From an optimization exercise on the open Yosys and OpenROAD flow, aimed at small area, a short achievable clock period and few clock cycles per item; shortcuts taken in it are not production practice. In this exercise RTL edits were held to simulation tests only and were not proved equivalent to the original. No activity file was given, so power comes from the tool's default toggle rates.

--- design/flow/design.v ---
module rhu_div #(
    parameter W = 18                 
) (
    input  wire [W-1:0] q,
    output wire [W-2:0] rnd
);
    assign rnd = q[W-1:1] + {{(W-2){1'b0}}, q[0]};
endmodule
module motor_ui_core (
    input  wire        clk,
    input  wire        rst,             
    input  wire        op_valid,
    input  wire [15:0] op_word,
    output wire        op_ready,
    output reg         done,
    output reg  [15:0] result,
    output reg         refused,
    output wire [3:0]  col_drive,
    output reg  [13:0] duty_hb,
    output reg  [13:0] duty_boost,
    output reg  [13:0] duty_buck,
    output reg         pwm_out_en,
    output wire [31:0] rpm,
    output reg         running,
    output reg         vth,
    output reg  [16:0] sp_volt,
    output reg  [16:0] sp_speed,
    output reg  [16:0] sp_max,
    output reg  [1:0]  cur_row,
    output reg  [2:0]  cur_col,
    output reg  [19:0] dig_buf,         
    output reg         digit_entered
);
    localparam [16:0] BATT_CV   = 17'd900;
    localparam [16:0] CEIL_CV   = 17'd2400;
    localparam [13:0] DUTY_FULL = 14'd10000;
    localparam [23:0] EP_MAX    = 24'hFFFFFF;
    reg [15:0] hb;
    reg [47:0] hr;
    reg [3:0]  col_oh;                  
    reg [5:0]  qs0, qs1;                
    reg        qin, qout;
    reg        sp_state;                
    reg [23:0] ep;                      
    reg        ep_small;                
    reg [22:0] rpm_r;
    reg        vlow_r, vhigh_r, mzero_r;    
    assign col_drive = col_oh;
    assign rpm       = {9'd0, rpm_r};
    reg        a_v;                     
    reg [15:0] a_w;
    reg       ib_v;                     
    reg       ib_scan, ib_speed, ib_ctrl, ib_edge, ib_pop, ib_reset, ib_ref;
    reg       ib_kdig, ib_kup, ib_kdn, ib_klt, ib_krt, ib_kcom, ib_kstar;
    reg [3:0] ib_lo;                    
    reg       ib_above;                 
    reg       ib_sa;                    
    reg       ready_r;                  
    reg       go_r;                     
    reg       exec;                     
    reg       rst_q;                    
    assign op_ready = ready_r;
    wire accept = op_valid && ready_r && !rst;
    wire b_free = !ib_v || exec;
    wire move   = a_v && b_free;        
    wire [3:0] opc   = a_w[15:12];
    wire       z11_0 = (a_w[11:0] == 12'd0);
    wire [7:0] code  = a_w[7:0];
    wire       d_scan  = (opc == 4'h1) && (a_w[11:4] == 8'd0);
    wire       d_speed = (opc == 4'h2);
    wire       d_ctrl  = (opc == 4'h3) && z11_0;
    wire       d_edge  = (opc == 4'h4) && z11_0;
    wire       d_pop   = (opc == 4'h5) && z11_0;
    wire       d_key   = (opc == 4'h6) && (a_w[11:8] == 4'd0);
    wire       d_reset = (opc == 4'h7) && z11_0;
    wire       d_ref   = !(d_scan | d_speed | d_ctrl | d_edge | d_pop | d_key | d_reset);
    wire       d_kdig  = d_key && (code[7:4] == 4'h3) && (code[3:0] <= 4'd9);
    wire       d_kup   = d_key && (code == 8'h41);
    wire       d_kdn   = d_key && (code == 8'h42);
    wire       d_klt   = d_key && (code == 8'h43);
    wire       d_krt   = d_key && (code == 8'h44);
    wire       d_kcom  = d_key && (code == 8'h23);
    wire       d_kstar = d_key && (code == 8'h2A);
    wire       d_above = (a_w[11:0] >= 12'd1229);
    localparam [1:0] DU_IDLE = 2'd0, DU_RPM = 2'd1, DU_BG = 2'd2;
    reg  [1:0]  du_st;
    reg  [25:0] du_r;                   
    reg  [17:0] du_q;                   
    reg  [4:0]  du_cnt;
    reg         du_nb;                  
    reg         du_neg;                 
    reg         du_mul;                 
    reg         du_sel_ep, du_sel_m, du_sel_v, du_sel_c;   
    reg         rd_done;                
    reg         rd_start;
    wire [16:0] rd_rpm;
    rhu_div #(.W(18)) u_rnd_rpm (.q(du_q), .rnd(rd_rpm));
    localparam [64*23-1:0] RPM_TAB = {
        23'd95238, 23'd96774, 23'd98361, 23'd100000,
        23'd101695, 23'd103448, 23'd105263, 23'd107143,
        23'd109091, 23'd111111, 23'd113208, 23'd115385,
        23'd117647, 23'd120000, 23'd122449, 23'd125000,
        23'd127660, 23'd130435, 23'd133333, 23'd136364,
        23'd139535, 23'd142857, 23'd146341, 23'd150000,
        23'd153846, 23'd157895, 23'd162162, 23'd166667,
        23'd171429, 23'd176471, 23'd181818, 23'd187500,
        23'd193548, 23'd200000, 23'd206897, 23'd214286,
        23'd222222, 23'd230769, 23'd240000, 23'd250000,
        23'd260870, 23'd272727, 23'd285714, 23'd300000,
        23'd315789, 23'd333333, 23'd352941, 23'd375000,
        23'd400000, 23'd428571, 23'd461538, 23'd500000,
        23'd545455, 23'd600000, 23'd666667, 23'd750000,
        23'd857143, 23'd1000000, 23'd1200000, 23'd1500000,
        23'd2000000, 23'd3000000, 23'd6000000, 23'd0
    };
    reg        bb_ok, hb_ok;            
    reg [13:0] p_bb, p_hb;
    reg        bg_job;                  
    wire [13:0] bg_res;
    rhu_div #(.W(15)) u_rnd_duty (.q(du_q[14:0]), .rnd(bg_res));
    wire vmid_r  = !vlow_r && !vhigh_r;
    wire hb_zero = vhigh_r || mzero_r;
    localparam [23:0] RPM_NUM  = 24'd12000000;
    localparam [31:0] RPM_NUMX = {8'd0, RPM_NUM};
    wire        du_bg   = (du_st == DU_BG);
    wire        du_sub  = !du_neg;
    wire [23:0] du_den  = ({24{du_sel_ep}} & ep)
                        | ({24{du_sel_m}}  & {7'd0, sp_max})
                        | ({24{du_sel_v}}  & {7'd0, sp_volt})
                        | ({24{du_sel_c}}  & {7'd0, BATT_CV});
    wire        du_in   = du_bg ? du_q[17] : du_nb;
    wire [26:0] du_p    = du_mul ? {1'b0, du_r} : {du_r, du_in};
    wire [26:0] du_y    = du_mul ? {1'b0, du_r[23:0], 2'b00}
                                 : (du_sub ? ~{3'd0, du_den} : {3'd0, du_den});
    wire [27:0] du_sc   = {du_p, 1'b1} + {du_y, du_sub && !du_mul};
    wire [26:0] du_s    = du_sc[27:1];
    reg [16:0] cv;
    reg [2:0]  cv_i;
    reg        cv_ok;                   
    reg [3:0]  cv_d;
    always @* begin
        case (cv_i)
            3'd0:    cv_d = dig_buf[3:0];
            3'd1:    cv_d = dig_buf[7:4];
            3'd2:    cv_d = dig_buf[11:8];
            3'd3:    cv_d = dig_buf[15:12];
            default: cv_d = dig_buf[19:16];
        endcase
    end
    wire cv_last = !cv_ok && (cv_i == 3'd4);
    localparam [16*8-1:0] KEYMAP = {"D", "C", "B", "A", "#", "9", "6", "3", "0", "8", "5", "2", "*", "7", "4", "1"};
    wire [1:0] scol = {col_oh[3] | col_oh[2], col_oh[3] | col_oh[1]};
    reg  [3:0]  s_b;                    
    reg  [11:0] s_r;                    
    reg  [11:0] s_hr;                   
    reg  [3:0]  s_ev;                   
    integer     ri;
    always @* begin
        s_b = hb[3:0];
        s_r = hr[11:0];
        for (ri = 0; ri < 4; ri = ri + 1) begin
            s_ev[ri] = (ib_lo[ri] != s_b[ri]) && (s_r[3*ri +: 3] == 3'd7);
            s_hr[3*ri +: 3] = (ib_lo[ri] != s_b[ri]) ? 3'd1 :
                              ((s_r[3*ri +: 3] == 3'd7) ? 3'd7 : s_r[3*ri +: 3] + 3'd1);
        end
    end
    wire       e1_v = |s_ev;
    wire [1:0] e1   = s_ev[0] ? 2'd0 : s_ev[1] ? 2'd1 : s_ev[2] ? 2'd2 : 2'd3;
    wire [3:0] s_ev2 = s_ev & ~(4'b0001 << e1);
    wire       e2_v = |s_ev2;
    wire [1:0] e2   = s_ev2[1] ? 2'd1 : s_ev2[2] ? 2'd2 : 2'd3;
    wire       f_in  = qin ? !qs1[5] : !qs0[5];
    wire       f_oth = qin ? !qs0[5] : !qs1[5];
    wire       w1    = e1_v && f_in;
    wire       w2    = e2_v && f_in && f_oth;
    wire [5:0] d1    = {1'b1, ib_lo[e1], scol, e1};
    wire [5:0] d2    = {1'b1, ib_lo[e2], scol, e2};
    wire [5:0] pop_slot = qout ? qs1 : qs0;
    wire rising    = ib_sa && !sp_state;
    wire do_reset  = rst   || (exec && ib_reset);    
    wire do_reset_i = rst_q || (exec && ib_reset);   
    wire do_commit = exec && ib_kcom;
    wire do_digit  = exec && ib_kdig;
    wire do_toggle = exec && (ib_edge || ib_kstar);
    wire commit_v  = do_commit && (cur_row == 2'd0);
    wire commit_sm = do_commit && (cur_row != 2'd0);
    wire do_speed  = exec && ib_speed && !rising;   
    wire bg_last    = du_bg && (du_cnt == 5'd19);
    wire bg_pick    = !du_bg && (!bb_ok || !hb_ok) && !do_commit;
    wire bg_pjob    = bb_ok;            
    wire bg_skip_bb = bg_pick && !bg_pjob && vhigh_r;
    wire bg_skip_hb = bg_pick &&  bg_pjob && (mzero_r || (sp_speed >= sp_max));
    wire bg_start   = bg_pick && !bg_skip_bb && !bg_skip_hb;
    wire bg_abort   = du_bg && ((commit_v && !bg_job) || (commit_sm && bg_job));
    wire bg_fin_bb  = (bg_last && !bg_job) || bg_skip_bb;
    wire bg_fin_hb  = (bg_last &&  bg_job) || bg_skip_hb;
    wire rd_last    = (du_st == DU_RPM) && (du_cnt == 5'd0);
    always @* rd_start = do_reset_i || do_speed || (exec && rising);
    reg a_v_n, ib_v_n, n_sa, n_ctrl, n_kcom;
    reg running_n, vhigh_n, mzero_n;
    reg sp_state_n, ep_small_n, rd_ok_n, bb_ok_n, hb_ok_n, cv_ok_n, go_n;
    always @* begin
        a_v_n  = accept || (a_v && !move);
        ib_v_n = move || (ib_v && !exec);
        n_sa   = move ? (d_speed && d_above) : ib_sa;
        n_ctrl = move ? d_ctrl : ib_ctrl;
        n_kcom = move ? d_kcom : ib_kcom;
        if (do_reset_i)
            sp_state_n = 1'b0;
        else if (exec && rising)
            sp_state_n = 1'b1;
        else if (exec && ib_speed && !ib_above)
            sp_state_n = 1'b0;
        else
            sp_state_n = sp_state;
        if (do_reset_i || (exec && rising))
            ep_small_n = 1'b1;
        else if (do_speed)
            ep_small_n = ep_small && (ep[5:0] != 6'd63);
        else
            ep_small_n = ep_small;
        rd_ok_n = ep_small_n || (!rd_start && !bg_start && !do_reset_i && (rd_done || rd_last));
        bb_ok_n = do_reset_i || (!commit_v  && (bb_ok || bg_fin_bb));
        hb_ok_n = do_reset_i || (!commit_sm && (hb_ok || bg_fin_hb));
        cv_ok_n = do_reset_i || do_commit || (!do_digit && (cv_ok || cv_last));
        if (do_reset)
            running_n = 1'b0;
        else if (do_toggle)
            running_n = !running && !vth;
        else
            running_n = running;
        vhigh_n = do_reset_i ? 1'b0 : (commit_v ? (cv >  CEIL_CV) : vhigh_r);
        mzero_n = do_reset_i ? 1'b1 : ((commit_sm && cur_row == 2'd2) ? (cv == 17'd0) : mzero_r);
        go_n    = !((n_sa && !sp_state_n && !rd_ok_n)
                  || (n_ctrl && running_n && ((!bb_ok_n && !vhigh_n)
                                             || (!hb_ok_n && !vhigh_n && !mzero_n)))
                  || (n_kcom && !cv_ok_n));
    end
    always @(posedge clk) begin
        rst_q <= rst;
        if (rst) begin
            a_v     <= 1'b0;
            ib_v    <= 1'b0;
            ready_r <= 1'b1;
            go_r    <= 1'b1;
            exec    <= 1'b0;
        end else begin
            a_v     <= a_v_n;
            ib_v    <= ib_v_n;
            ready_r <= !a_v_n || !ib_v_n || go_n;
            go_r    <= go_n;
            exec    <= ib_v_n && go_n;
        end
        if (accept)
            a_w <= op_word;
        if (move) begin
            ib_scan  <= d_scan;
            ib_speed <= d_speed;
            ib_ctrl  <= d_ctrl;
            ib_edge  <= d_edge;
            ib_pop   <= d_pop;
            ib_reset <= d_reset;
            ib_ref   <= d_ref;
            ib_kdig  <= d_kdig;
            ib_kup   <= d_kup;
            ib_kdn   <= d_kdn;
            ib_klt   <= d_klt;
            ib_krt   <= d_krt;
            ib_kcom  <= d_kcom;
            ib_kstar <= d_kstar;
            ib_lo    <= a_w[3:0];
            ib_above <= d_above;
            ib_sa    <= d_speed && d_above;
        end
        done <= !rst && exec;
        if (exec)
            refused <= ib_ref;
        if (exec && ib_pop)
            result <= pop_slot[5] ? {6'd0, 1'b1, pop_slot[4], KEYMAP[8*pop_slot[3:0] +: 8]} : 16'd0;
        if (exec) begin
            if (ib_scan) begin
                hb <= {ib_lo, hb[15:4]};
                hr <= {s_hr, hr[47:12]};
                if (w1) begin
                    if (qin) qs1 <= d1;
                    else     qs0 <= d1;
                end
                if (w2) begin
                    if (qin) qs0 <= d2;
                    else     qs1 <= d2;
                end
                qin    <= qin ^ (w1 && !w2);
                col_oh <= {col_oh[2:0], col_oh[3]};
            end
            if (ib_speed) begin
                if (rising) begin
                    rpm_r    <= ep_small ? RPM_TAB[23*ep[5:0] +: 23] : {6'd0, rd_rpm};
                    ep       <= 24'd1;
                    ep_small <= 1'b1;
                    sp_state <= 1'b1;
                end else begin
                    if (!ib_above)
                        sp_state <= 1'b0;
                    if (!(sp_state && ib_above) && (ep > 24'd1000))
                        rpm_r <= 23'd0;
                    if (ep != EP_MAX)
                        ep <= ep + 24'd1;
                    ep_small <= ep_small_n;
                end
            end
            if (ib_ctrl) begin
                vth <= vhigh_r;
                if (running) begin
                    duty_buck    <= vlow_r ? p_bb : (vmid_r ? DUTY_FULL : 14'd0);
                    duty_boost   <= vmid_r ? p_bb : 14'd0;
                    duty_hb      <= hb_zero ? 14'd0 : p_hb;
                    pwm_out_en   <= 1'b1;
                end else begin
                    duty_buck    <= 14'd0;
                    duty_boost   <= 14'd0;
                    duty_hb      <= 14'd0;
                    pwm_out_en   <= 1'b0;
                end
                if (digit_entered) begin
                    if (cur_col != 3'd4)
                        cur_col <= cur_col + 3'd1;
                    digit_entered <= 1'b0;
                end
            end
            if (ib_pop) begin
                if (pop_slot[5]) begin
                    if (qout) qs1 <= 6'd0;
                    else      qs0 <= 6'd0;
                    qout <= !qout;
                end
            end
            if (ib_kdig) begin
                case (cur_col)
                    3'd0: dig_buf[3:0]   <= ib_lo;
                    3'd1: dig_buf[7:4]   <= ib_lo;
                    3'd2: dig_buf[11:8]  <= ib_lo;
                    3'd3: dig_buf[15:12] <= ib_lo;
                    default: dig_buf[19:16] <= ib_lo;
                endcase
                digit_entered <= 1'b1;
            end
            if (ib_kup && cur_row != 2'd0)
                cur_row <= cur_row - 2'd1;
            if (ib_kdn && cur_row != 2'd2)
                cur_row <= cur_row + 2'd1;
            if (ib_klt && cur_col != 3'd0)
                cur_col <= cur_col - 3'd1;
            if (ib_krt && cur_col != 3'd4)
                cur_col <= cur_col + 3'd1;
            if (ib_kcom) begin
                case (cur_row)
                    2'd0: begin
                        sp_volt <= cv;
                        vlow_r  <= (cv <= BATT_CV);
                        vhigh_r <= (cv >  CEIL_CV);
                    end
                    2'd1: sp_speed <= cv;
                    default: begin
                        sp_max  <= cv;
                        mzero_r <= (cv == 17'd0);
                    end
                endcase
                dig_buf       <= 20'd0;
                cur_row       <= (cur_row == 2'd2) ? 2'd0 : cur_row + 2'd1;
                cur_col       <= 3'd0;
                digit_entered <= 1'b0;
            end
            if (ib_edge || ib_kstar) begin
                if (running)
                    running <= 1'b0;
                else if (!vth)
                    running <= 1'b1;
            end
        end
        if (do_reset_i) begin
            hb            <= 16'd0;
            hr            <= {16{3'd7}};
            qs0           <= 6'd0;
            qs1           <= 6'd0;
            qin           <= 1'b0;
            qout          <= 1'b0;
            sp_state      <= 1'b0;
            ep            <= 24'd1;
            ep_small      <= 1'b1;
            vlow_r        <= 1'b1;
            vhigh_r       <= 1'b0;
            mzero_r       <= 1'b1;
        end
        if (do_reset) begin
            col_oh        <= 4'b0001;
            rpm_r         <= 23'd0;
            cur_row       <= 2'd0;
            cur_col       <= 3'd0;
            dig_buf       <= 20'd0;
            digit_entered <= 1'b0;
            sp_volt       <= 17'd0;
            sp_speed      <= 17'd0;
            sp_max        <= 17'd0;
            running       <= 1'b0;
            vth           <= 1'b0;
            duty_hb       <= 14'd0;
            duty_boost    <= 14'd0;
            duty_buck     <= 14'd0;
            pwm_out_en    <= 1'b0;
            result        <= 16'd0;
            refused       <= 1'b0;
        end
        if (do_reset_i || do_commit) begin
            cv    <= 17'd0;
            cv_ok <= 1'b1;
        end else if (do_digit) begin
            cv    <= 17'd0;
            cv_i  <= 3'd0;
            cv_ok <= 1'b0;
        end else if (!cv_ok) begin
            cv    <= cv * 17'd10 + {13'd0, cv_d};
            cv_i  <= cv_i + 3'd1;
            if (cv_last)
                cv_ok <= 1'b1;
        end
        if (do_reset_i) begin
            bb_ok   <= 1'b1;
            hb_ok   <= 1'b1;
            p_bb    <= 14'd0;
            p_hb    <= DUTY_FULL;
            du_st   <= DU_IDLE;
            du_mul  <= 1'b0;
            rd_done <= 1'b0;
        end else begin
            if (bg_start || (bg_pick && !bg_start))
                bg_job <= bg_pjob;
            if (bg_skip_bb)
                bb_ok <= 1'b1;
            if (bg_skip_hb) begin
                hb_ok <= 1'b1;
                p_hb  <= DUTY_FULL;
            end
            if (du_bg) begin
                du_cnt <= du_cnt + 5'd1;
                if (du_cnt == 5'd3)
                    du_mul <= 1'b0;
                if (!du_mul && !bg_last)
                    du_neg <= du_s[26];
                if (du_cnt == 5'd3) begin
                    du_r <= {10'd0, du_s[25:10]};
                    du_q <= {du_s[9:0], 8'd0};
                end else if (du_mul) begin
                    du_r <= du_s[25:0];
                end else if (!bg_last) begin
                    du_r <= du_s[25:0];
                    du_q <= {du_q[16:0], !du_s[26]};
                end
                if (bg_last) begin
                    du_st <= DU_IDLE;
                    if (bg_job) begin p_hb <= bg_res; hb_ok <= 1'b1; end
                    else        begin p_bb <= bg_res; bb_ok <= 1'b1; end
                end
                if (bg_abort)
                    du_st <= DU_IDLE;
            end else if (bg_start) begin
                du_st   <= DU_BG;
                du_cnt  <= 5'd0;
                du_mul  <= 1'b1;
                du_neg  <= 1'b0;
                du_sel_ep <= 1'b0;
                du_sel_m  <= bg_pjob;
                du_sel_v  <= !bg_pjob && !vlow_r;
                du_sel_c  <= !bg_pjob &&  vlow_r;
                du_r    <= {9'd0, (bg_pjob ? sp_speed : (vlow_r ? sp_volt : sp_volt - BATT_CV))};
                rd_done <= 1'b0;
            end else if (rd_start || (du_st == DU_IDLE && !ep_small && !rd_done)) begin
                du_st   <= DU_RPM;
                du_mul  <= 1'b0;
                du_neg  <= 1'b0;
                du_sel_ep <= 1'b1;
                du_sel_m  <= 1'b0;
                du_sel_v  <= 1'b0;
                du_sel_c  <= 1'b0;
                du_r    <= {2'd0, RPM_NUM >> 18};
                du_cnt  <= 5'd17;
                du_nb   <= RPM_NUM[17];
                rd_done <= 1'b0;
            end else if (du_st == DU_RPM) begin
                du_r    <= du_s[25:0];
                du_neg  <= du_s[26];
                du_q    <= {du_q[16:0], !du_s[26]};
                du_cnt  <= du_cnt - 5'd1;
                du_nb   <= RPM_NUMX[du_cnt - 5'd1];
                if (rd_last) begin
                    du_st   <= DU_IDLE;
                    rd_done <= 1'b1;
                end
            end
            if (rd_start)
                rd_done <= 1'b0;
            if (commit_v)
                bb_ok <= 1'b0;
            if (commit_sm)
                hb_ok <= 1'b0;
        end
    end
endmodule
--- design/flow/flow/run.sh ---
#!/bin/bash
set -euo pipefail
args=()
while IFS= read -r line; do
  [[ -z "$line" || "$line" == \#* ]] && continue
  args+=("$line")
done < flow/make_args.txt
bash standard.sh "${args[@]}" finish > layout_make.log 2>&1
--- design/flow/flow/make_args.txt ---
SETUP_SLACK_MARGIN=6.2
BUFFER_PORTS_ARGS=-buffer_cell sky130_fd_sc_hd__buf_2
--- design/flow/standard.sh ---
#!/bin/bash
# synth_recipe.tcl (not shown) runs the flow's synth.tcl, then flattens the netlist and writes it again
# the make line also repeats each setting of config.mk as NAME=value (left out here)
make -C /OpenROAD-flow-scripts/flow DESIGN_CONFIG=/design/flow/config.mk WORK_HOME=/design/flow/orfs CLKGATE_MAP_FILE= SYNTH_SCRIPT=/design/flow/synth_recipe.tcl "${@:-finish}"
--- design/flow/config.mk ---
export PLATFORM = sky130hd
export DESIGN_NAME = motor_ui_core
export DESIGN_NICKNAME = motor_ui_core
export VERILOG_FILES = /design/flow/design.v
export SDC_FILE = /design/flow/constraint.sdc
export NUM_CORES = 4
export LEC_CHECK = 0
export ABC_AREA = 1
export CAP_MARGIN = 20
export CORE_MARGIN = 2
export CORE_UTILIZATION = 55
export CTS_BUF_LIST = sky130_fd_sc_hd__clkbuf_8
export CTS_CLUSTER_SIZE = 30
export SLEW_MARGIN = 20
--- design/flow/constraint.sdc ---
create_clock -name core_clock -period 10.0 [get_ports {clk}]
set_input_delay 2.0000 -clock core_clock [delete_from_list [all_inputs] [get_ports {clk}]]
set_output_delay 2.0000 -clock core_clock [all_outputs]
set_load 0.01 [all_outputs]
==> implementation parameters, run 1 <==
Parameter                              Value

Die
  Core area ... approximately 43000 sq um
  Top Ports ... ~200
  Core Rows ... between 70 and 80
  Height of the die ... 214 microns
  Effective utilization at floorplan ... 56.0%
  Die Outline Area ... ~46000 sq um
  Die X ... 214 microns

Yosys
  Post-synthesis sequential element count ... 419
  Leading cell types by total area after synthesis ... sky130_fd_sc_hd__dfxtp_1 27%, sky130_fd_sc_hd__nand2_1 12%, sky130_fd_sc_hd__edfxtp_1 11%, sky130_fd_sc_hd__a21oi_1 7.0%, sky130_fd_sc_hd__ha_1 6.1%
  Library cell with the highest instance count after synthesis ... sky130_fd_sc_hd__nand2_1
  Top cells by instance count after synthesis ... 769 x sky130_fd_sc_hd__nand2_1, 353 x sky130_fd_sc_hd__nor2_1, 348 x sky130_fd_sc_hd__inv_1
  Leading register cell type out of synthesis ... sky130_fd_sc_hd__dfxtp_1
  Async S/R FF share, synth ... 0%
  Count of yosys warnings during synthesis ... 1
  Unique cell type count in the Yosys netlist ... about 70
  Portion of synthesized cell area occupied by the leading cell type ... 27.1%
  Post-synthesis cell area ... roughly 24000 sq um
  Most area-hungry cell type in the Yosys netlist ... sky130_fd_sc_hd__dfxtp_1
  Number of instances in the synthesized netlist ... approximately 3400
  Sequential share of the synthesized area ... around two fifths
  Count of flip-flops with a built-in enable after synthesis ... 92
  Syn avg cell area ... 7.17 sq um

Worst setup path
  Critical Path Fanout Max ... 16
  R2R Path Start ... du_sel_m$_SDFFCE_PN0P_
  Largest incremental delay on the critical path ... 490 ps
  Type of origin of the critical path ... register
  Crit end category ... register
  Type of the worst setup path ... reg2reg
  Most prevalent standard cell on the critical path ... sky130_fd_sc_hd__nand2_1
  Endpoint of the worst-slack reg-to-reg timing path ... du_r[7]$_DFFE_PP_
  Critical path arrival ... between 4000 and 5000 ps
  Critical path data required time ... roughly 10000 ps
  Worst path slowest cell ... sky130_fd_sc_hd__o221ai_1
  Critical Path, Cell by Cell ... clkinvlp_4 > o221ai_1 > xor2_1 > o21bai_1 > inv_1 > ha_1 > nand2_1 > nor2_1 > inv_1 > nor3_1 > nand2_1 > nand2_1 > nand2_1 > nand2_1 > nand3_1 > nand2_1 > nand2_1 > nand2_1 > o211ai_2
  Flop2flop setup slack ... between 6000 and 7000 ps
  Largest delay share family, worst path ... simple AND/OR/NAND/NOR gates
  Stages on worst setup path ... 19
  Cell depth of the worst flop-to-flop path ... 19
  Sum of buffers and inverters on the critical path ... 3

Placement
  Port Buffer Count ... ~180
  Weighted congestion at the end of routability-driven global placement ... between 0.9 and 1
  Cell Count Post-Placement ... around 4000
  Half-perimeter wire length of the detailed placement result ... around 60 mm

Flow run
  Maxcap violations ... 0

STA
  Unrepaired setup endpoints after global routing ... true
  Worst relative slew slack ... 31.9%
  Final Setup Violations ... 0
  Total negative slack for setup checks ... 0 ps
  Worst clock skew ... ~36 ps
  Highest achievable clock rate ... around 0.28 GHz
  Slew @ Worst Pin ... between 1000 and 1500 ps
  Number of max-slew violations in the final report ... 0
  Post-layout min period ... about 3600 ps
  Endpoints failing hold ... 0
  Ratio of final minimum period to clock period ... around 36%

Power and ir drop
  Worst vdd ir ... 0.000167 V
  Power density over the cells ... 149 nW/um^2
  Leakage power summed over all cells ... 0.0121 uW

Global route
  Pin count of the biggest net entering global routing ... 107
  Number of global-route vias before repair ... about 23000
  Number of antenna violations at the first check in global routing ... 1
  Overall overflow remaining after global route ... 0
  Total GRT Usage ... 34.7%
  Global-route wire length before repair ... ~120 mm

Detailed routing
  Count of routing violations after the opening detailed-route iteration ... about 2200
  Post-DRT Antenna Nets ... 0
  Post-detailed-routing wire length ... approximately 80 mm
  Average wire length per cell after detail routing ... 19.4 microns
  Remaining DRCs ... 0
  Vias post-DR ... approximately 24000
  Router iterations before antenna repair ... 8
  Routed via count divided by cell count ... ~6

CTS
  Number of buffers on the longest clock path ... 3
  Clock buffers created by TritonCTS ... 73
  Clock latency on the worst-skew pair ... 670 ps
  Clock-pin slew of the registers on the worst-case setup and hold paths ... around 60 ps
  Root Driver ... sky130_fd_sc_hd__clkbuf_8
  Clock Sink Count ... 419
  TritonCTS clock tree ... done
  Deepest level of the CTS H-tree ... 3
  Hold buffer count at CTS ... 0

Hold path
  Start point of the worst min-delay path ... hb[6]$_SDFFE_PN0P_
  Worst Hold Depth ... 2
  HP Class ... reg2reg
  Hold worst-path end ... hb[6]$_SDFFE_PN0P_

Cells and area
  Final Util ... about 62%
  Non-filler instance count after layout ... 4150
  Layout Area Growth over Synthesis ... 11.4%
  Fraction of layout cells with a size suffix above 1 ... between 10% and 20%
  Nets ... approximately 3700

Run status
  Outcome ... no timing/DRC/antenna violations
==> cell type report <==
| cell class | instances | area [sq um] |
|---|---|---|
| diodes | 1 | 2.50 |
| repair buffers | 204 | 1090 |
| inverters | 368 | 1400 |
| clock buffers | 87 | 1200 |
| flip-flops and latches | 419 | 9310 |
| well taps | 585 | 732 |
| multi-input cells | 2446 | 12900 |
| clock inverters | 40 | 294 |
| fillers | 4066 | 16300 |
==> power by group <==
group	internal (uW)	switching [uW]	leakage, uW
clock	895	735	0.000848
sequential	1780	31.2	0.00350
combinational	171	391	0.00772
==> cell families (layout without fill, tap and decap cells) <==
kind of cell | count (synthesis) | in the layout | share of synthesized area (%)
AO/OA/AOI/OAI | 789 | 789 | 18.7
XOR/XNOR | 87 | 87 | 3.22
adder cells (fa/ha/maj) | 120 | 120 | 6.31
buffers and inverters | 517 | 699 | 8.52
flip-flops | 419 | 419 | 38.5
multiplexers | 1 | 1 | 0.0414
other | 1 | 17 | 0.0155
AND/OR/NAND/NOR | 1433 | 1433 | 24.7
==> registers in the layout, summed over array words and instances, names as in the netlist, 5 cells and up <==
signal and flops:
rpm_r 23, duty_boost 14, duty_buck 14, hr 48
duty_hb 14, dig_buf 20, a_w 16, p_bb 14
du_q 18, p_hb 14, ep 24, sp_volt 17
qs1 6, du_r 26, du_cnt 5, sp_speed 17
cv 17, result 9, sp_max 17, qs0 6
hb 16
==> through the flow <==
step,setup WS (ps),hold slack [ps],total power (uW),cell area [sq um]
2_1_floorplan,6500,406,2220,24200
3_3_place_gp,6190,448,2380,25400
3_5_place_dp,6090,451,2390,25400
4_1_cts,6330,453,4000,26800
5_1_grt,6150,480,4150,26900
6_report,6390,460,4000,26900
==> worst reg2reg max path, delay by kind of cell, from the launching register on <==
family / cells / cell delay, ps
xor gates and xnor gates: 1 / 150
and+or+nand+nor: 11 / 1240
AOI/OAI and AO/OA: 3 / 720
DFF: 1 / 400
buffers and inverters: 3 / 430
adders and majority gates: 1 / 400
==> timing repair <==
action	4_1_cts	5_1_grt
setup endpoints to repair	0	31
buffers inserted	0	4
resized for setup	0	10
==> routing by layer <==
layer  share of wire (%)  vias up  global-route usage, %
met3                 8.2      232                   7.28
met2                  47     1117                   58.0
li1                    -    11500                      -
met1                  40    11400                   42.9
met5                   0        -                      0
met4                 4.6        0                   16.5
==> worst max-delay path by stage <==
stage,start,endpoint,slack (ps)
final,du_sel_m$_SDFFCE_PN0P_,du_r[7]$_DFFE_PP_,6390
after global routing,du_sel_m$_SDFFCE_PN0P_,du_r[12]$_DFFE_PP_,6150
after CTS,du_neg$_DFFE_PP_,du_r[12]$_DFFE_PP_,6330
after detailed placement,rst,rpm_r[10]$_SDFFE_PP0P_,6090
after global placement,rst,duty_hb[3]$_SDFFE_PP0P_,6190
after floorplan,sp_max[8]$_SDFFE_PP0P_,du_r[0]$_DFFE_PP_,6500
==> cell usage in the layout, fill, tap and decap left out, drive strengths merged, types with 33 or more instances in the layout <==
cell type and count:
nor3 52, ha 117, a22oi 39, nor2 365
dfxtp 327, o211ai 40, nand2 777, nand3 178
edfxtp 92, xor2 68, a21oi 338, nand4 33
clkbuf 87, o21ai 265, buf 204, inv 380
Testbench counts, summed over its fixed seeds: cycles 24,865, ops 24,000.
==> inputs of run 2 (changes only) <==
==> design/flow/flow/make_args.txt (replaced) <==
SETUP_SLACK_MARGIN=6.45
BUFFER_PORTS_ARGS=-buffer_cell sky130_fd_sc_hd__buf_2
--- a/design/flow/config.mk
+++ b/design/flow/config.mk
@@ -10,3 +10,3 @@
 export CORE_MARGIN = 2
-export CORE_UTILIZATION = 55
+export CORE_UTILIZATION = 40
 export CTS_BUF_LIST = sky130_fd_sc_hd__clkbuf_8
==> implementation parameters, run 2 <==
Parameter                              Value

Yosys
  Library cell with the highest instance count after synthesis ... sky130_fd_sc_hd__nand2_1
  Syn avg cell area ... approximately 7.2 sq um
  Leading register cell type out of synthesis ... sky130_fd_sc_hd__dfxtp_1
  Post-synthesis sequential element count ... 419
  Top cells by instance count after synthesis ... 769 x sky130_fd_sc_hd__nand2_1, 353 x sky130_fd_sc_hd__nor2_1, 348 x sky130_fd_sc_hd__inv_1
  Count of yosys warnings during synthesis ... 1
  Unique cell type count in the Yosys netlist ... about 70
  Most area-hungry cell type in the Yosys netlist ... sky130_fd_sc_hd__dfxtp_1
  Number of instances in the synthesized netlist ... between 3000 and 4000
  Post-synthesis cell area ... ~24000 sq um
  Count of flip-flops with a built-in enable after synthesis ... 92
  Async S/R FF share, synth ... 0%
  Portion of synthesized cell area occupied by the leading cell type ... between 20% and 30%
  Sequential share of the synthesized area ... between 30% and 40%
  Leading cell types by total area after synthesis ... sky130_fd_sc_hd__dfxtp_1 27%, sky130_fd_sc_hd__nand2_1 12%, sky130_fd_sc_hd__edfxtp_1 11%, sky130_fd_sc_hd__a21oi_1 7.0%, sky130_fd_sc_hd__ha_1 6.1%

Die
  Die Outline Area ... around 62000 sq um
  Height of the die ... 250 microns
  Top Ports ... between 150 and 200
  Core area ... about 60000 sq um
  Core Rows ... 90
  Die X ... approximately 250 microns
  Effective utilization at floorplan ... 40.2%

Worst setup path
  Critical Path Fanout Max ... 5
  Cell depth of the worst flop-to-flop path ... 14
  Largest delay share family, worst path ... flip-flops
  Critical path data required time ... ~8000 ps
  Crit end category ... output port
  Critical Path, Cell by Cell ... buf_2
  Worst path slowest cell ... sky130_fd_sc_hd__dfxtp_1
  Type of the worst setup path ... reg2out
  Sum of buffers and inverters on the critical path ... 1
  Stages on worst setup path ... 1
  Critical path arrival ... between 1000 and 1500 ps
  Flop2flop setup slack ... between 6000 and 7000 ps
  Largest incremental delay on the critical path ... 520 ps
  Type of origin of the critical path ... register

STA
  Slew @ Worst Pin ... slightly above 1000 ps
  Worst relative slew slack ... between 30% and 40%
  Unrepaired setup endpoints after global routing ... false
  Number of max-slew violations in the final report ... 0
  Post-layout min period ... 3400 ps
  Worst hold margin ... approximately 450 ps
  Worst clock skew ... around 38 ps
  Ratio of final minimum period to clock period ... between 30% and 40%
  Final Setup Violations ... 0
  Total negative slack for setup checks ... 0 ps
  Final setup margin ... ~6600 ps
  Highest achievable clock rate ... between 0.2 and 0.3 GHz
  Endpoints failing hold ... 0

Cells and area
  Non-filler instance count after layout ... 4387
  Nets ... approximately 3700
  Top reg by flops ... hr
  Number of flip-flops under the largest register name ... 48
  Layout Area Growth over Synthesis ... 14.0%
  Fraction of layout cells with a size suffix above 1 ... 11.5%
  Highest-count cells in the layout ignoring fill and taps ... 767 x sky130_fd_sc_hd__nand2_1, 376 x sky130_fd_sc_hd__inv_1, 346 x sky130_fd_sc_hd__nor2_1
  Registers with the most flip-flops ... hr: 48 flops, du_r: 26 flops, ep: 24 flops
  Most common cell after layout, fill and taps aside ... sky130_fd_sc_hd__nand2_1
  Filler Cells Inserted ... between 6000 and 7000
  Final cell area excluding filler cells ... 27500 sq um

Hold path
  HP Class ... reg2reg
  Worst Hold Depth ... 2

Placement
  Half-perimeter wire length of the detailed placement result ... slightly below 60 mm
  Pre-CTS setup slack ... 6320 ps
  Weighted congestion at the end of routability-driven global placement ... approximately 0.98
  Area after DPL ... 25600 sq um
  Cell Count Post-Placement ... between 4000 and 5000
  Port Buffer Count ... roughly 180

Global route
  Total GRT Usage ... roughly 24%
  Pin count of the biggest net entering global routing ... 66
  Global-route wire length before repair ... between 100 and 150 mm
  Overall overflow remaining after global route ... 0
  Number of antenna violations at the first check in global routing ... 1
  Number of global-route vias before repair ... about 21000

Power and ir drop
  Power density over the cells ... roughly 150 nW/um^2
  Leakage power summed over all cells ... 0.0123 uW
  Worst vdd ir ... just under 0.0001 V

Run status
  Outcome ... no timing/DRC/antenna violations

CTS
  Clock latency on the worst-skew pair ... slightly below 700 ps
  TritonCTS clock tree ... done
  Deepest level of the CTS H-tree ... 3
  Clock buffers created by TritonCTS ... 80
  Clock-pin slew of the registers on the worst-case setup and hold paths ... roughly 70 ps
  Number of buffers on the longest clock path ... 3
  Clock Sink Count ... 419
  Root Driver ... sky130_fd_sc_hd__clkbuf_8

Detailed routing
  Post-detailed-routing wire length ... 78.1 mm
  Vias post-DR ... 23000
  Post-DRT Antenna Nets ... 0
  Average wire length per cell after detail routing ... ~18 microns
  Count of routing violations after the opening detailed-route iteration ... around 1700
  Routed via count divided by cell count ... about 5.2
  Remaining DRCs ... 0
  Router iterations before antenna repair ... 5

Flow run
  Maxcap violations ... 0
## run 2: cell counts after synthesis
No cell type changed its count.
## run 2: cell type report
type	instances	area (sq um)	share of cell area [%]
Timing Repair Buffer	222	1220	4.43
Tap cell	782	978	3.55
Clock buffer	93	1280	4.65
Antenna cell	1	2.50	0.00909
Clock inverter	54	365	1.33
Inverter	368	1410	5.10
Multi-Input combinational cell	2446	13000	47.1
Sequential cell	419	9310	33.8
Timing Repair inverter	2	15.0	0.0545
## run 2: stage by stage
stage	utilization (%)	total power (uW)
2_1_floorplan	-	2220
3_3_place_gp	42.7	2380
3_5_place_dp	42.7	2370
4_1_cts	45.5	4120
5_1_grt	45.9	4280
6_report	45.9	4100
## run 2: logic make-up after synthesis
family | share of synthesized area, %
muxes | 0.0414
xor gates and xnor gates | 3.22
other | 0.0155
buffers and inverters | 8.52
adders and majority gates | 6.31
and+or+nand+nor | 24.7
AOI/OAI and AO/OA | 18.7
DFF | 38.5
## run 2: report_power, final
group	switching (uW)	internal [uW]	total, uW	leakage, uW
registers	27.1	1780	1800	0.00350
logic	382	178	560	0.00781
clock network	777	958	1740	0.000960
total	1190	2910	4100	0.0123
## run 2: repair_timing
item | 4_1_cts | 5_1_grt
pin swaps | 0 | 2
resized for setup | 1 | 31
endpoints found under the hold margin | 0 | 0
setup endpoints to repair | 19 | 72
setup buffers | 1 | 17
cloned | 0 | 2
hold buffers | 0 | 0
## run 2: path summary, 6_finish.rpt
kind | from | end
max reg2reg | du_sel_m$_SDFFCE_PN0P_ | du_r[11]$_DFFE_PP_
min | hb[12]$_SDFFE_PN0P_ | hb[8]$_SDFFE_PN0P_
max | sp_volt[3]$_SDFFE_PP0P_ | sp_volt[3]
min reg2reg | hb[12]$_SDFFE_PN0P_ | hb[8]$_SDFFE_PN0P_
## run 2: layer usage
metal	wire length (microns)	vias to the layer above	track usage (%)
li1	-	11600	-
met1	35200	10600	32.2
met2	35900	639	39.4
met3	4310	144	4.31
met4	2690	0	9.16
met5	0	-	0
==> inputs of run 3 (changes only) <==
==> design/flow/flow/make_args.txt (replaced) <==
SETUP_SLACK_MARGIN=6.7
BUFFER_PORTS_ARGS=-buffer_cell sky130_fd_sc_hd__buf_2
==> implementation parameters, run 3 <==
Parameter                              Value

Yosys
  Leading cell types by total area after synthesis ... sky130_fd_sc_hd__dfxtp_1 27%, sky130_fd_sc_hd__nand2_1 12%, sky130_fd_sc_hd__edfxtp_1 11%, sky130_fd_sc_hd__a21oi_1 7.0%, sky130_fd_sc_hd__ha_1 6.1%
  Most area-hungry cell type in the Yosys netlist ... sky130_fd_sc_hd__dfxtp_1
  Count of flip-flops with a built-in enable after synthesis ... 92
  Async S/R FF share, synth ... 0%
  Sequential share of the synthesized area ... roughly 39%
  Leading register cell type out of synthesis ... sky130_fd_sc_hd__dfxtp_1
  Library cell with the highest instance count after synthesis ... sky130_fd_sc_hd__nand2_1
  Post-synthesis cell area ... roughly 24000 sq um
  Number of instances in the synthesized netlist ... 3367
  Portion of synthesized cell area occupied by the leading cell type ... between 20 and 30%
  Syn avg cell area ... 7.17 sq um
  Count of yosys warnings during synthesis ... 1
  Top cells by instance count after synthesis ... 769 x sky130_fd_sc_hd__nand2_1, 353 x sky130_fd_sc_hd__nor2_1, 348 x sky130_fd_sc_hd__inv_1
  Unique cell type count in the Yosys netlist ... between 60 and 70
  Post-synthesis sequential element count ... 419

Power and ir drop
  Worst vdd ir ... 0.0000947 V
  Share of power burned in registers ... a little under half
  Cell Int Power ... 2820 uW
  Proportion of power drawn by combinational gates ... between 10 and 15%
  Clock network fraction of total power ... 40.1%
  Leakage power summed over all cells ... between 0.01 and 0.015 uW
  Switching Share ... between 20 and 30%
  Total Power ... ~4000 uW
  Switching power ... roughly 1200 uW
  Power density over the cells ... ~140 nW/um^2

Cells and area
  Final Util ... 46.2%
  Filler Cells Inserted ... around 6200
  Number of flip-flops under the largest register name ... 48
  Nets ... between 3000 and 4000
  Most common cell after layout, fill and taps aside ... sky130_fd_sc_hd__nand2_1
  Layout Area Growth over Synthesis ... 14.8%
  Top reg by flops ... hr
  Final cell area excluding filler cells ... 27700 sq um
  Registers with the most flip-flops ... hr: 48 flops, du_r: 26 flops, ep: 24 flops
  Fraction of layout cells with a size suffix above 1 ... a little over an eighth
  Highest-count cells in the layout ignoring fill and taps ... 759 x sky130_fd_sc_hd__nand2_1, 374 x sky130_fd_sc_hd__inv_1, 345 x sky130_fd_sc_hd__nor2_1

Global route
  Total GRT Usage ... roughly 25%
  Number of antenna violations at the first check in global routing ... 1
  Overall overflow remaining after global route ... 0
  Number of global-route vias before repair ... about 22000
  Global-route wire length before repair ... approximately 120 mm
  Pin count of the biggest net entering global routing ... 66

Worst setup path
  Critical Path, Cell by Cell ... buf_2
  Stages on worst setup path ... 1
  Largest incremental delay on the critical path ... 430 ps
  Critical path arrival ... 1260 ps
  Worst setup path startpoint ... sp_volt[4]$_SDFFE_PP0P_
  Sum of buffers and inverters on the critical path ... 1
  Critical Path Fanout Max ... 6
  R2R Path Start ... du_sel_ep$_SDFFCE_PP0P_
  Worst setup path end ... sp_volt[4]
  Type of the worst setup path ... reg2out
  Critical path data required time ... around 8000 ps
  Worst path slowest cell ... sky130_fd_sc_hd__dfxtp_2
  Largest delay share family, worst path ... flip-flops
  Endpoint of the worst-slack reg-to-reg timing path ... du_r[15]$_DFFE_PP_
  Cell depth of the worst flop-to-flop path ... 18
  Flop2flop setup slack ... around 6800 ps
  Crit end category ... output port
  Type of origin of the critical path ... register

STA
  Worst hold margin ... ~450 ps
  Total negative slack for setup checks ... 0 ps
  Post-layout min period ... about 3300 ps
  Number of max-slew violations in the final report ... 0
  Ratio of final minimum period to clock period ... about a third
  Highest achievable clock rate ... around 0.3 GHz
  Slew @ Worst Pin ... slightly below 1000 ps
  Worst clock skew ... between 30 and 40 ps
  Final Setup Violations ... 0
  Unrepaired setup endpoints after global routing ... true
  Endpoints failing hold ... 0
  Worst relative slew slack ... approximately a third

Die
  Die Outline Area ... approximately 62000 sq um
  Core Rows ... 90
  Effective utilization at floorplan ... about two fifths
  Die X ... between 200 and 250 microns
  Top Ports ... just under 200
  Core area ... 60000 sq um
  Height of the die ... between 200 and 250 microns

Detailed routing
  Vias post-DR ... about 23000
  Count of routing violations after the opening detailed-route iteration ... 1837
  Router iterations before antenna repair ... 5
  Average wire length per cell after detail routing ... between 15 and 20 microns
  Post-DRT Antenna Nets ... 0
  Post-detailed-routing wire length ... around 79 mm
  Remaining DRCs ... 0
  Routed via count divided by cell count ... approximately 5.3

CTS
  Clock-pin slew of the registers on the worst-case setup and hold paths ... 60 ps
  Clock Sink Count ... about 420
  Number of buffers on the longest clock path ... 3
  TritonCTS clock tree ... done
  Root Driver ... sky130_fd_sc_hd__clkbuf_8
  Clock buffers created by TritonCTS ... 77
  Deepest level of the CTS H-tree ... 3
  Clock latency on the worst-skew pair ... 670 ps
  Hold buffer count at CTS ... 0

Run status
  Outcome ... no timing/DRC/antenna violations

Flow run
  Maxcap violations ... 0

Placement
  Half-perimeter wire length of the detailed placement result ... ~58 mm
  Weighted congestion at the end of routability-driven global placement ... just under 1
  Area after DPL ... 25600 sq um
  Port Buffer Count ... ~180

Hold path
  HP Class ... reg2reg
run 3: cell counts after synthesis:
No cell type changed its count.
run 3: power groups by stage:
stage          sequential (uW)  clock, uW  combinational, uW
2_1_floorplan             1830          0                395
4_1_cts                   1800       1650                547
5_1_grt                   1810       1730                657
6_report                  1800       1600                595
3_5_place_dp              1840          0                540
3_3_place_gp              1840          0                542
run 3: layer usage:
metal	routed length, microns	global-route usage (%)	vias to the layer above
met5	0	0	-
met4	2550	9.59	0
met3	4760	3.95	143
met2	36500	40.2	716
met1	35100	32.7	10700
li1	-	-	11600
run 3: worst min path at each step:
stage	to	from	slack, ps	depth (start not counted)
2_1_floorplan	bg_job$_DFFE_PP_	bb_ok$_SDFF_PN1_	410	0
3_3_place_gp	hr[38]$_SDFFE_PN1P_	hr[38]$_SDFFE_PN1P_	450	2
3_5_place_dp	ib_lo[0]$_DFFE_PP_	a_w[0]$_DFFE_PP_	450	0
4_1_cts	hb[10]$_SDFFE_PN0P_	hb[14]$_SDFFE_PN0P_	460	2
5_1_grt	hb[6]$_SDFFE_PN0P_	hb[6]$_SDFFE_PN0P_	480	2
6_report	hb[5]$_SDFFE_PN0P_	hb[9]$_SDFFE_PN0P_	450	2
run 3: cell families (layout without fill, tap and decap cells):
logic type	Yosys count	in the layout	synth area share [%]
xor+xnor	87	87	3.22
compound gates	789	789	18.7
other cells	1	17	0.0155
flops	419	419	38.5
simple gates	1433	1434	24.7
mux	1	1	0.0414
buf+inv	517	728	8.52
fa+ha+maj	120	120	6.31
run 3: final cells by class:
cell class | instances | area, sq um | share of cell area (%)
timing repair buffer | 219 | 1270 | 4.57
tap | 782 | 978 | 3.53
inverter | 368 | 1430 | 5.16
antenna | 1 | 2.50 | 0.00902
sequential | 419 | 9350 | 33.7
clock inverter | 48 | 228 | 0.821
multi-input combinational | 2447 | 13200 | 47.6
clock buffer | 93 | 1280 | 4.62
run 3: worst reg2reg max path: cells and delay by family, from the launching register on:
family                     cells  cell delay [ps]
and+or+nand+nor                9             1020
xor gates and xnor gates       2              510
DFF                            1              440
AOI/OAI and AO/OA              3              410
buffers and inverters          3              360
adders and majority gates      1              300
run 3: through the flow:
step | instances | setup slack (ps)
6_report | 4377 | 6740
5_1_grt | 4377 | 6620
4_1_cts | 4366 | 6680
3_5_place_dp | 4219 | 5950
3_3_place_gp | 4219 | 5990
2_1_floorplan | 3382 | 6860
run 3: what timing repair did:
item / in CTS / in global routing
setup endpoints to repair: 138 / 70
buffers inserted: 5 / 9
resized for setup: 41 / 81
cloned: 1 / 1
pin swaps: 2 / 5
==> inputs of run 4 (changes only) <==
==> design/flow/flow/make_args.txt (replaced) <==
SETUP_SLACK_MARGIN=6.9
BUFFER_PORTS_ARGS=-buffer_cell sky130_fd_sc_hd__buf_2
==> implementation parameters, run 4 <==
Parameter                              Value

Cells and area
  Final Util ... approximately half
  Layout Area Growth over Synthesis ... 27.2%
  Registers with the most flip-flops ... hr: 48 flops, du_r: 26 flops, ep: 24 flops
  Fraction of layout cells with a size suffix above 1 ... 22.8%
  Nets ... between 3000 and 4000
  Top reg by flops ... hr
  Number of flip-flops under the largest register name ... 48
  Most common cell after layout, fill and taps aside ... sky130_fd_sc_hd__nand2_1
  Highest-count cells in the layout ignoring fill and taps ... 722 x sky130_fd_sc_hd__nand2_1, 361 x sky130_fd_sc_hd__inv_1, 341 x sky130_fd_sc_hd__nor2_1

Detailed routing
  Count of routing violations after the opening detailed-route iteration ... just under 2000
  Remaining DRCs ... 0
  Post-detailed-routing wire length ... roughly 82 mm
  Post-DRT Antenna Nets ... 0
  Average wire length per cell after detail routing ... 18.3 microns
  Vias post-DR ... between 20000 and 25000
  Router iterations before antenna repair ... 5
  Routed via count divided by cell count ... 5.30

Power and ir drop
  Clock network fraction of total power ... around 40%
  Worst vdd ir ... 0.000118 V
  Switching power ... between 1000 and 1500 uW
  Share of power burned in registers ... between 40% and 50%
  Proportion of power drawn by combinational gates ... between 15 and 20%
  Power density over the cells ... 137 nW/um^2
  Switching Share ... 30.4%
  Cell Int Power ... just under 3000 uW
  Leakage power summed over all cells ... about 0.013 uW

Yosys
  Count of flip-flops with a built-in enable after synthesis ... 92
  Leading register cell type out of synthesis ... sky130_fd_sc_hd__dfxtp_1
  Syn avg cell area ... roughly 7.2 sq um
  Number of instances in the synthesized netlist ... ~3400
  Simple-gate portion of the synthesized area ... around 25%
  Library cell with the highest instance count after synthesis ... sky130_fd_sc_hd__nand2_1
  Post-synthesis sequential element count ... about 420
  Arithmetic-cell share of the synthesized area counting full adders, half adders and majority gates ... roughly 6.3%
  Unique cell type count in the Yosys netlist ... a little under 70
  Count of yosys warnings during synthesis ... 1
  Most area-hungry cell type in the Yosys netlist ... sky130_fd_sc_hd__dfxtp_1
  Async S/R FF share, synth ... 0%
  Compound-Gate Fraction of Synth Area ... a little under a fifth
  Leading cell types by total area after synthesis ... sky130_fd_sc_hd__dfxtp_1 27%, sky130_fd_sc_hd__nand2_1 12%, sky130_fd_sc_hd__edfxtp_1 11%, sky130_fd_sc_hd__a21oi_1 7.0%, sky130_fd_sc_hd__ha_1 6.1%
  Top cells by instance count after synthesis ... 769 x sky130_fd_sc_hd__nand2_1, 353 x sky130_fd_sc_hd__nor2_1, 348 x sky130_fd_sc_hd__inv_1
  Post-synthesis xor/xnor area fraction ... around 3.2%
  Post-synthesis cell area ... about 24000 sq um
  Multiplexer area fraction after synthesis ... less than 1%
  Sequential share of the synthesized area ... approximately two fifths
  Combinational family with the most area after synthesis ... simple AND/OR/NAND/NOR gates
  Portion of synthesized cell area occupied by the leading cell type ... a little over a quarter

STA
  Final Setup Violations ... 0
  Worst clock skew ... approximately 55 ps
  Post-layout min period ... between 3000 and 4000 ps
  Worst relative slew slack ... roughly 29%
  Number of max-slew violations in the final report ... 0
  Ratio of final minimum period to clock period ... a little under a third
  Total negative slack for setup checks ... 0 ps
  Endpoints failing hold ... 0
  Highest achievable clock rate ... between 0.3 and 0.4 GHz
  Slew @ Worst Pin ... between 1000 and 1500 ps
  Worst hold margin ... 460 ps
  Unrepaired setup endpoints after global routing ... true

CTS
  Clock-pin slew of the registers on the worst-case setup and hold paths ... 60 ps
  Clock Sink Count ... roughly 420
  TritonCTS clock tree ... done
  Clock latency on the worst-skew pair ... 690 ps
  Clock buffers created by TritonCTS ... 77
  Hold buffer count at CTS ... 0
  Root Driver ... sky130_fd_sc_hd__clkbuf_8
  Deepest level of the CTS H-tree ... 3
  Number of buffers on the longest clock path ... 3

Worst setup path
  Type of origin of the critical path ... register
  Flop2flop setup slack ... 6890 ps
  Worst path slowest cell ... sky130_fd_sc_hd__dfxtp_4
  Largest incremental delay on the critical path ... between 300 and 400 ps
  Critical path arrival ... between 1000 and 1500 ps
  Type of the worst setup path ... reg2out
  Largest delay share family, worst path ... flip-flops
  Sum of buffers and inverters on the critical path ... 1
  Critical Path, Cell by Cell ... buf_6
  Critical path data required time ... roughly 8000 ps
  Critical Path Fanout Max ... 2
  Crit end category ... output port

Placement
  Half-perimeter wire length of the detailed placement result ... 58.0 mm
  Port Buffer Count ... ~180
  Weighted congestion at the end of routability-driven global placement ... between 0.9 and 1

Die
  Core area ... 60000 sq um
  Core Rows ... 90
  Top Ports ... just under 200
  Height of the die ... roughly 250 microns
  Die X ... around 250 microns
  Effective utilization at floorplan ... 40.2%
  Die Outline Area ... 62400 sq um

Flow run
  Maxcap violations ... 0

Global route
  Total GRT Usage ... between 20% and 30%
  Overall overflow remaining after global route ... 0
  Number of global-route vias before repair ... 22400
  Number of antenna violations at the first check in global routing ... 1
  Pin count of the biggest net entering global routing ... 69
  Global-route wire length before repair ... ~130 mm

Hold path
  HP Class ... reg2reg

Run status
  Outcome ... no timing/DRC/antenna violations
==> run 4: changes by cell type in the layout (fill, tap and decap cells not counted), sizes merged <==
cell,before,now
buf,218,343
inv,391,380
clkinv,22,30
clkbuf,94,90
clkinvlp,3,7
bufinv,0,3
diode,1,2
nor2,366,365
==> run 4: cells by family after synthesis <==
family	count (synthesis)
AO/OA/AOI/OAI	789
adder cells (fa/ha/maj)	120
flip-flops	419
XOR/XNOR	87
multiplexers	1
buffers and inverters	517
other	1
AND/OR/NAND/NOR	1433
==> run 4: layer usage <==
| metal | up-vias | global-route usage, % | part of all wire (%) |
|---|---|---|---|
| li1 | 11800 | - | - |
| met1 | 11100 | 33.0 | 44 |
| met2 | 734 | 41.3 | 46 |
| met3 | 174 | 4.42 | 6.1 |
| met4 | 0 | 9.71 | 3.7 |
| met5 | - | 0 | 0 |
==> run 4: layout make-up <==
class	instances	area, sq um
repair buffers	344	3240
well taps	782	978
fillers	5895	29300
multi-input cells	2446	13900
flip-flops and latches	419	9630
diodes	2	5.00
inverters	368	1420
clock buffers	89	1220
clock inverters	52	345
==> run 4: worst paths after layout <==
kind	startpoint	endpoint	cells after the start
max	sp_volt[3]$_SDFFE_PP0P_	sp_volt[3]	1
min	hb[12]$_SDFFE_PN0P_	hb[8]$_SDFFE_PN0P_	2
max reg2reg	cv_i[0]$_SDFFCE_PP0P_	cv[12]$_SDFFE_PP0N_	20
min reg2reg	hb[12]$_SDFFE_PN0P_	hb[8]$_SDFFE_PN0P_	2
==> run 4: worst register-to-register path, stage by stage, from the launching register on <==
cell,delay (ps)
sky130_fd_sc_hd__edfxtp_1,430
sky130_fd_sc_hd__ha_2,240
sky130_fd_sc_hd__ha_4,160
sky130_fd_sc_hd__inv_1,60
sky130_fd_sc_hd__nand4_1,190
sky130_fd_sc_hd__inv_2,100
sky130_fd_sc_hd__a21oi_2,110
sky130_fd_sc_hd__nand4_1,110
sky130_fd_sc_hd__o21ai_1,110
sky130_fd_sc_hd__inv_1,90
sky130_fd_sc_hd__ha_4,300
sky130_fd_sc_hd__nand2_1,80
sky130_fd_sc_hd__nand3_2,90
sky130_fd_sc_hd__nand2_2,80
sky130_fd_sc_hd__nor3_4,210
sky130_fd_sc_hd__nand3_2,140
sky130_fd_sc_hd__nor2_4,140
sky130_fd_sc_hd__nand2_1,70
sky130_fd_sc_hd__xor2_1,150
sky130_fd_sc_hd__o21ai_1,120
sky130_fd_sc_hd__inv_1,50
==> run 4: power by group through the flow <==
stage | combinational (uW) | sequential, uW | clock (uW)
final | 734 | 1790 | 1690
after global routing | 792 | 1790 | 1800
after CTS | 568 | 1790 | 1720
after detailed placement | 540 | 1840 | 0
after global placement | 543 | 1840 | 0
after floorplan | 395 | 1830 | 0
==> run 4: what timing repair did <==
action,4_1_cts,5_1_grt
resized for setup,432,200
gates cloned,0,2
setup buffers,96,43
pin swaps,5,62
endpoints found under the setup margin,311,293
==> run 4: metrics by stage <==
step / instance area [sq um] / total power [uW] / std cells / setup WS [ps]
after floorplan: 24200 / 2220 / 3382 / 6940
after global placement: 25600 / 2380 / 4218 / 5980
after detailed placement: 25600 / 2380 / 4218 / 5970
after CTS: 29400 / 4080 / 4455 / 6780
after global routing: 30700 / 4390 / 4502 / 6700
final: 30700 / 4210 / 4502 / 6820
==> inputs of run 5 (changes only) <==
==> design/flow/flow/make_args.txt (replaced) <==
SETUP_SLACK_MARGIN=6.2
BUFFER_PORTS_ARGS=-buffer_cell sky130_fd_sc_hd__buf_2
==> implementation parameters, run 5 <==
Parameter                              Value

Run status
  Outcome ... no timing/DRC/antenna violations

Worst setup path
  Largest incremental delay on the critical path ... 400 ps
  Type of origin of the critical path ... register
  Endpoint of the worst-slack reg-to-reg timing path ... du_r[9]$_DFFE_PP_
  Critical Path, Cell by Cell ... clkinvlp_4 > o22ai_1 > o21ai_0 > nand2_1 > o22ai_1 > inv_1 > ha_1 > a21oi_1 > nand2_1 > a21oi_1 > nand2_1 > nand2_1 > nand2_1 > a21oi_1 > or2_1 > nand2_1 > nand2_1 > nand3_1
  Largest delay share family, worst path ... compound AO/OA/AOI/OAI gates
  Sum of buffers and inverters on the critical path ... 2
  Crit end category ... register
  R2R Path Start ... du_sel_m$_SDFFCE_PN0P_
  Stages on worst setup path ... 18
  Critical Path Fanout Max ... 16
  Critical path arrival ... 3900 ps
  Most prevalent standard cell on the critical path ... sky130_fd_sc_hd__nand2_1
  Critical path data required time ... 10430 ps
  Worst path slowest cell ... sky130_fd_sc_hd__edfxtp_1
  Cell depth of the worst flop-to-flop path ... 18
  Type of the worst setup path ... reg2reg
  Flop2flop setup slack ... 6530 ps

Yosys
  Post-synthesis cell area ... 24200 sq um
  Sequential share of the synthesized area ... 38.5%
  Most area-hungry cell type in the Yosys netlist ... sky130_fd_sc_hd__dfxtp_1
  Syn avg cell area ... a little over 7 sq um
  Unique cell type count in the Yosys netlist ... between 60 and 70
  Leading cell types by total area after synthesis ... sky130_fd_sc_hd__dfxtp_1 27%, sky130_fd_sc_hd__nand2_1 12%, sky130_fd_sc_hd__edfxtp_1 11%, sky130_fd_sc_hd__a21oi_1 7.0%, sky130_fd_sc_hd__ha_1 6.1%
  Top cells by instance count after synthesis ... 769 x sky130_fd_sc_hd__nand2_1, 353 x sky130_fd_sc_hd__nor2_1, 348 x sky130_fd_sc_hd__inv_1
  Combinational family with the most area after synthesis ... simple AND/OR/NAND/NOR gates
  Post-synthesis xor/xnor area fraction ... around 3.2%
  Portion of synthesized cell area occupied by the leading cell type ... between 20 and 30%
  Multiplexer area fraction after synthesis ... less than 1%
  Leading register cell type out of synthesis ... sky130_fd_sc_hd__dfxtp_1
  Library cell with the highest instance count after synthesis ... sky130_fd_sc_hd__nand2_1
  Arithmetic-cell share of the synthesized area counting full adders, half adders and majority gates ... around 6.3%
  Number of instances in the synthesized netlist ... 3367
  Post-synthesis sequential element count ... ~420
  Count of yosys warnings during synthesis ... 1
  Count of flip-flops with a built-in enable after synthesis ... between 90 and 100
  Compound-Gate Fraction of Synth Area ... roughly a fifth
  Async S/R FF share, synth ... 0%
  Simple-gate portion of the synthesized area ... about a quarter

Placement
  Port Buffer Count ... approximately 180
  Cell Count Post-Placement ... roughly 4200
  Weighted congestion at the end of routability-driven global placement ... 0.976
  Half-perimeter wire length of the detailed placement result ... between 50 and 60 mm

Detailed routing
  Count of routing violations after the opening detailed-route iteration ... roughly 1800
  Remaining DRCs ... 0
  Routed via count divided by cell count ... roughly 5.3
  Average wire length per cell after detail routing ... 17.8 microns
  Vias post-DR ... roughly 23000
  Post-DRT Antenna Nets ... 0
  Post-detailed-routing wire length ... ~80 mm
  Router iterations before antenna repair ... 5

Die
  Top Ports ... 196
  Core Rows ... 90
  Die X ... around 250 microns
  Effective utilization at floorplan ... about 40%
  Core area ... about 60000 sq um
  Height of the die ... approximately 250 microns
  Die Outline Area ... between 60000 and 70000 sq um

Cells and area
  Filler Cells Inserted ... ~6300
  Top reg by flops ... hr
  Registers with the most flip-flops ... hr: 48 flops, du_r: 26 flops, ep: 24 flops
  Area of all sequential standard cells ... about 9300 sq um
  Area of the multi-input gates ... ~13000 sq um
  Most common cell after layout, fill and taps aside ... sky130_fd_sc_hd__nand2_1
  Layout Area Growth over Synthesis ... 13.2%
  Fraction of layout cells with a size suffix above 1 ... 10.6%
  Nets ... approximately 3700
  Number of flip-flops under the largest register name ... 48
  Non-filler instance count after layout ... 4370
  Highest-count cells in the layout ignoring fill and taps ... 767 x sky130_fd_sc_hd__nand2_1, 376 x sky130_fd_sc_hd__inv_1, 349 x sky130_fd_sc_hd__nor2_1

CTS
  Clock latency on the worst-skew pair ... 680 ps
  Number of buffers on the longest clock path ... 3
  Hold buffer count at CTS ... 0
  TritonCTS clock tree ... done
  Root Driver ... sky130_fd_sc_hd__clkbuf_8
  Clock buffers created by TritonCTS ... 80
  Clock Sink Count ... roughly 420
  Clock-pin slew of the registers on the worst-case setup and hold paths ... around 70 ps
  Deepest level of the CTS H-tree ... 3

Power and ir drop
  Power density over the cells ... 149 nW/um^2
  Cell Int Power ... roughly 2900 uW
  Share of power burned in registers ... about 44%
  Clock network fraction of total power ... a little over two fifths
  Worst vdd ir ... just under 0.0001 V
  Switching Share ... between 20% and 30%
  Leakage power summed over all cells ... roughly 0.012 uW
  Proportion of power drawn by combinational gates ... 13.3%
  Switching power ... between 1000 and 1500 uW

STA
  Ratio of final minimum period to clock period ... between 30% and 40%
  Total negative slack for setup checks ... 0 ps
  Highest achievable clock rate ... just under 0.3 GHz
  Worst clock skew ... 38.7 ps
  Worst relative slew slack ... between 30% and 40%
  Endpoints failing hold ... 0
  Post-layout min period ... 3470 ps
  Number of max-slew violations in the final report ... 0
  Slew @ Worst Pin ... 1030 ps
  Unrepaired setup endpoints after global routing ... true
  Final Setup Violations ... 0

Global route
  Overall overflow remaining after global route ... 0
  Number of global-route vias before repair ... about 21000
  Number of antenna violations at the first check in global routing ... 1
  Pin count of the biggest net entering global routing ... 66
  Global-route wire length before repair ... 121 mm
  Total GRT Usage ... between 20% and 30%

Hold path
  HP Class ... reg2reg
  Worst Hold Depth ... 2
  Start point of the worst min-delay path ... hb[12]$_SDFFE_PN0P_
  Hold worst-path end ... hb[8]$_SDFFE_PN0P_

Flow run
  Maxcap violations ... 0
-- run 5: final cells by class --
cell class	count	area share (%)
timing repair buffer	207	4.06
sequential	419	34.1
multi-input combinational	2446	47.1
antenna	1	0.00915
inverter	368	5.13
clock buffer	93	4.68
clock inverter	54	1.34
tap	782	3.58
-- run 5: repair_timing --
| action | CTS | global route |
|---|---|---|
| hold endpoints to repair | 0 | 0 |
| buffers inserted | 0 | 3 |
| gates resized for setup | 0 | 9 |
| endpoints found under the setup margin | 0 | 24 |
-- run 5: per-stage QoR --
stage	total power [uW]	hold slack [ps]	utilization (%)	cell area (sq um)	setup slack (ps)
finish	4080	444	45.5	27300	6530
global placement	2380	448	42.7	25600	6370
CTS	4120	452	45.4	27300	6300
floorplan	2220	406	-	24200	6500
detailed placement	2370	453	42.7	25600	6320
global route	4270	476	45.5	27300	6180
-- run 5: power groups by stage --
stage / registers [uW] / logic [uW] / clock network [uW]
final: 1800 / 544 / 1730
after global routing: 1810 / 607 / 1850
after CTS: 1800 / 539 / 1780
after detailed placement: 1840 / 536 / 0
after global placement: 1840 / 538 / 0
after floorplan: 1830 / 395 / 0
-- run 5: cell families after synthesis --
| kind of cell | count (synthesis) |
|---|---|
| muxes | 1 |
| buffers and inverters | 517 |
| adders and majority gates | 120 |
| xor gates and xnor gates | 87 |
| DFF | 419 |
| and+or+nand+nor | 1433 |
| other | 1 |
| AOI/OAI and AO/OA | 789 |
-- run 5: per-layer routing --
metal / part of all wire, % / GRT usage, % / vias to the layer above
met3: 5.7 / 4.31 / 142
met1: 45 / 32.1 / 10600
met4: 3.4 / 9.05 / 0
li1: - / - / 11500
met5: 0 / 0 / -
met2: 46 / 39.4 / 660
-- run 5: worst max path at each step --
stage	slack (ps)	start	to
CTS	6300	du_sel_ep$_SDFFCE_PP0P_	du_r[0]$_DFFE_PP_
global route	6180	du_mul$_SDFFE_PN0P_	du_r[7]$_DFFE_PP_
floorplan	6500	sp_max[8]$_SDFFE_PP0P_	du_r[0]$_DFFE_PP_
detailed placement	6320	du_sel_ep$_SDFFCE_PP0P_	du_r[0]$_DFFE_PP_
finish	6530	du_sel_m$_SDFFCE_PN0P_	du_r[9]$_DFFE_PP_
global placement	6370	rst	ready_r$_SDFF_PP1_
-- run 5: worst reg2reg max path, delay by kind of cell, from the launching register on --
family | cells | cell delay, ps
and+or+nand+nor | 9 | 870
buffers and inverters | 2 | 380
adders and majority gates | 1 | 270
AOI/OAI and AO/OA | 6 | 1270
DFF | 1 | 400

static timing again, ports no longer ideal:
The results above use ideal ports. As a check the final layouts listed here were re-extracted and re-timed, cells and wires unchanged.
Step 1 (the two cells are an assumption about what drives the block):
set clk [get_ports {clk}]
set_driving_cell -lib_cell sky130_fd_sc_hd__clkbuf_16 $clk
set_driving_cell -lib_cell sky130_fd_sc_hd__buf_2 [delete_from_list [all_inputs] $clk]
Step 2 moves the port delays by t, midway between the first and last clock arrival at a register: inputs arrive t later, outputs are due t later. That takes back most of the time a late clock gives input paths.
Slacks: no drivers / after step 1 / after step 2; pairs: no drivers / after step 1.
run	shift t [ns]	setup WS [ns]	worst setup path after step 2
run 1	0.712	6.391 / 6.391 / 6.315	input to register
run 2	0.720	6.604 / 6.546 / 6.376	input to register
run 3	0.712	6.741 / 6.679 / 6.173	input to register
run 4	0.718	6.819 / 6.760 / 6.376	input to register
run 5	0.720	6.529 / 6.529 / 6.380	input to register
After both steps every run listed still meets setup and hold. For run 3, which loses most, drivers alone change the setup slack by -0.062 ns; drivers and shift together by -0.568 ns.
